Context: an optimization exercise on an open-source flow, tuned for small area, a short achievable clock period and few clock cycles per item. The choices shown serve that exercise and are no tape-out recipe. The RTL was checked by simulation tests, not by an equivalence proof against the original design.

## sstv_tone_alu
module sstv_tone_alu (
    input  wire        clk,
    input  wire        rst,
    input  wire        in_valid,
    output wire        in_ready,
    input  wire [1:0]  in_op,
    input  wire [31:0] in_a,
    input  wire [37:0] in_b,
    output wire        out_valid,
    input  wire        out_ready,
    output wire [31:0] out_res,
    output wire [37:0] out_n
);
Size in the first run: ~3500 cells after synthesis, ~150 I/O pins.
export LEC_CHECK = 0
export CAP_MARGIN = 20
export CORE_MARGIN = 2
export CORE_UTILIZATION = 60
export CTS_BUF_LIST = sky130_fd_sc_hd__clkbuf_4 sky130_fd_sc_hd__clkbuf_8
export PLACE_DENSITY = 0.75
export SLEW_MARGIN = 20
create_clock -name core_clock -period 18.0 [get_ports {clk}]
standard.sh (not shown) runs the stock make flow with config.mk's settings and CLKGATE_MAP_FILE= SYNTH_SCRIPT=/design/flow/synth_recipe.tcl, a recipe that flattens the netlist after the stock synthesis.
==> flow/flow/run.sh <==
#!/bin/bash
# Standard layout, with three changes:
# - between synthesis and floorplan, flow/fapol.py picks the polarity of each
#   full-adder cell so that fewer inverters sit between full adders (a full
#   adder is self-dual); registers and every other cell are left as the
#   standard synthesis made them;
# - timing repair aims for 13.2 ns of setup slack at the design's 18 ns clock
#   (the constraints themselves are unchanged);
# - the port buffers are plain buffers (sky130_fd_sc_hd__buf_1) instead of
#   delay buffers.
set -euo pipefail
R=orfs/results/${FLOW_PLATFORM}/sstv_tone_alu/base
bash standard.sh synth > synth.log 2>&1
cp "$R/1_2_yosys.v" "$R/1_2_yosys.std.v"
python3 flow/fapol.py "$R/1_2_yosys.std.v" "$R/1_2_yosys.v" > fapol.log 2>&1
rm -f "$R/1_synth.odb" "$R/1_synth.sdc"
export SETUP_SLACK_MARGIN=13.2
export BUFFER_PORTS_ARGS="-buffer_cell sky130_fd_sc_hd__buf_1"
bash standard.sh > layout.log 2>&1
Other scripts of this flow, unchanged in this note and not shown: flow/flow/fapol.py
Testbench counts at the start, summed over its fixed seeds: cycles 5,616, items 4,312.
Then changed:
--- a/flow/flow/run.sh
+++ b/flow/flow/run.sh
@@ -7 +7 @@
-# - timing repair aims for 13.2 ns of setup slack at the design's 18 ns clock
+# - timing repair aims for 12.5 ns of setup slack at the design's 18 ns clock
@@ -17 +17 @@
-export SETUP_SLACK_MARGIN=13.2
+export SETUP_SLACK_MARGIN=12.5
The new run ran to the end with no violations.
Synthesized area does not change.
Routed wire length is lower by a few percent.
Worst setup slack is worse by 64 ps.
Register-to-register slack is worse by 60 ps.
Cell count is lower by a few percent.
Maximum frequency is lower slightly.
Flip-flop and latch count stays the same.


sstv_tone_alu, a different RTL version from the one above (not shown whole).
Size: roughly 3500 cells after synthesis, ~150 I/O pins, roughly 41000 um2 of cells after synthesis.
export LEC_CHECK = 0
export CAP_MARGIN = 20
export CORE_MARGIN = 2
export CORE_UTILIZATION = 60
export CTS_BUF_LIST = sky130_fd_sc_hd__clkbuf_4 sky130_fd_sc_hd__clkbuf_8
export PLACE_DENSITY = 0.75
export SLEW_MARGIN = 20
create_clock -name core_clock -period 18.0 [get_ports {clk}]
==> flow/flow/run.sh <==
#!/bin/bash
# Standard layout, with one netlist clean-up between synthesis and floorplan:
# flow/fapol.py picks the polarity of each full-adder cell so that fewer
# inverters sit between full adders (a full adder is self-dual).  Registers
# and every other cell are left as the standard synthesis made them.
set -euo pipefail
R=orfs/results/${FLOW_PLATFORM}/sstv_tone_alu/base
bash standard.sh synth > synth.log 2>&1
cp "$R/1_2_yosys.v" "$R/1_2_yosys.std.v"
python3 flow/fapol.py "$R/1_2_yosys.std.v" "$R/1_2_yosys.v" > fapol.log 2>&1
rm -f "$R/1_synth.odb" "$R/1_synth.sdc"
bash standard.sh > layout.log 2>&1
Other scripts of this flow, unchanged in this note and not shown: flow/flow/fapol.py
Testbench counts at the start, summed over its fixed seeds: cycles 5,768, items 4,312.
Edit:
==> flow/flow/run.sh (replaced) <==
#!/bin/bash
# Standard layout, with two changes:
# - between synthesis and floorplan, flow/fapol.py picks the polarity of each
#   full-adder cell so that fewer inverters sit between full adders (a full
#   adder is self-dual); registers and every other cell are left as the
#   standard synthesis made them;
# - timing repair aims for 11.5 ns of setup slack at the design's 18 ns clock
#   (the constraints themselves are unchanged);
# - the port buffers are plain buffers (sky130_fd_sc_hd__buf_1) instead of
#   delay buffers.
set -euo pipefail
R=orfs/results/${FLOW_PLATFORM}/sstv_tone_alu/base
bash standard.sh synth > synth.log 2>&1
cp "$R/1_2_yosys.v" "$R/1_2_yosys.std.v"
python3 flow/fapol.py "$R/1_2_yosys.std.v" "$R/1_2_yosys.v" > fapol.log 2>&1
rm -f "$R/1_synth.odb" "$R/1_synth.sdc"
export SETUP_SLACK_MARGIN=11.5
export BUFFER_PORTS_ARGS="-buffer_cell sky130_fd_sc_hd__buf_1"
bash standard.sh > layout.log 2>&1
What happened:
- global-route usage is lower by 5.0 points
- final area fell by about 1.8%
- setup slack gets better by 0.31 ns
- non-clock buffer count is higher by 8
Edit:
==> flow/flow/run.sh (replaced) <==
#!/bin/bash
# Standard layout, with one netlist clean-up between synthesis and floorplan:
# flow/fapol.py picks the polarity of each full-adder cell so that fewer
# inverters sit between full adders (a full adder is self-dual).  Registers
# and every other cell are left as the standard synthesis made them.
set -euo pipefail
R=orfs/results/${FLOW_PLATFORM}/sstv_tone_alu/base
bash standard.sh synth > synth.log 2>&1
cp "$R/1_2_yosys.v" "$R/1_2_yosys.std.v"
python3 flow/fapol.py "$R/1_2_yosys.std.v" "$R/1_2_yosys.v" > fapol.log 2>&1
rm -f "$R/1_synth.odb" "$R/1_synth.sdc"
bash standard.sh > layout.log 2>&1
CTS_BUF_LIST = default   (was sky130_fd_sc_hd__clkbuf_4 sky130_fd_sc_hd__clkbuf_8)
Outcome:
- via count grows by a few percent
- synthesized cell count is unchanged
- wire length increases by about a fifth
- setup slack loses 0.19 ns
- synthesized area does not change
- design area rose by a few percent
- count of clock-buffer cells in the layout is lower by 48
- clock skew is lower by 0.032 ns
Edit:
==> flow/flow/run.sh (replaced) <==
#!/bin/bash
# Standard layout, with two changes:
# - between synthesis and floorplan, flow/fapol.py picks the polarity of each
#   full-adder cell so that fewer inverters sit between full adders (a full
#   adder is self-dual); registers and every other cell are left as the
#   standard synthesis made them;
# - the port buffers are plain buffers (sky130_fd_sc_hd__buf_1) instead of
#   delay buffers.
set -euo pipefail
R=orfs/results/${FLOW_PLATFORM}/sstv_tone_alu/base
bash standard.sh synth > synth.log 2>&1
cp "$R/1_2_yosys.v" "$R/1_2_yosys.std.v"
python3 flow/fapol.py "$R/1_2_yosys.std.v" "$R/1_2_yosys.v" > fapol.log 2>&1
rm -f "$R/1_synth.odb" "$R/1_synth.sdc"
export BUFFER_PORTS_ARGS="-buffer_cell sky130_fd_sc_hd__buf_1"
bash standard.sh > layout.log 2>&1
CTS_BUF_LIST = sky130_fd_sc_hd__clkbuf_4 sky130_fd_sc_hd__clkbuf_8   (was default)
What happened:
- wire length went down by about 11%
- cell count went up by 1.3%
- sequential cell count does not change
- first-iteration DRC count went down by about 13%
- utilization went down by 1.3 points
- final area went down by about 1.9%
- hold slack degrades by 0.0064 ns

[static timing again, ports no longer ideal]
No port has a modelled driver above. Below, the same layouts with a new extraction and two added sets of constraints. Step 1 assumes that a clkbuf_16 drives the clock port and a buf_2 every other input. Step 2 also shifts input and output timing later by t, the mid clock arrival at the registers, as if the neighbouring blocks saw the same clock. a / b / c = ideal / step 1 / step 2; a / b = the first two.
run | t (ns) | setup WS [ns] | hold WS [ns] | pins driven straight from the clock port
the first run of note 1 | 0.783 | 12.519 / 12.519 / 12.519 | 0.412 / 0.412 / 0.412 | 1
the second run of note 1 | 0.770 | 12.455 / 12.455 / 12.455 | 0.406 / 0.406 / 0.406 | 1
the first run of note 2 | 0.795 | 11.384 / 11.384 / 11.384 | 0.386 / 0.386 / 0.386 | 1
the second run of note 2 | 0.781 | 11.690 / 11.690 / 11.690 | 0.382 / 0.382 / 0.382 | 1
the third run of note 2 | 0.714 | 11.504 / 11.504 / 11.504 | 0.409 / 0.409 / 0.409 | 1
the fourth run of note 2 | 0.786 | 11.513 / 11.513 / 11.513 | 0.403 / 0.403 / 0.403 | 1
After both steps every run listed still meets setup and hold.
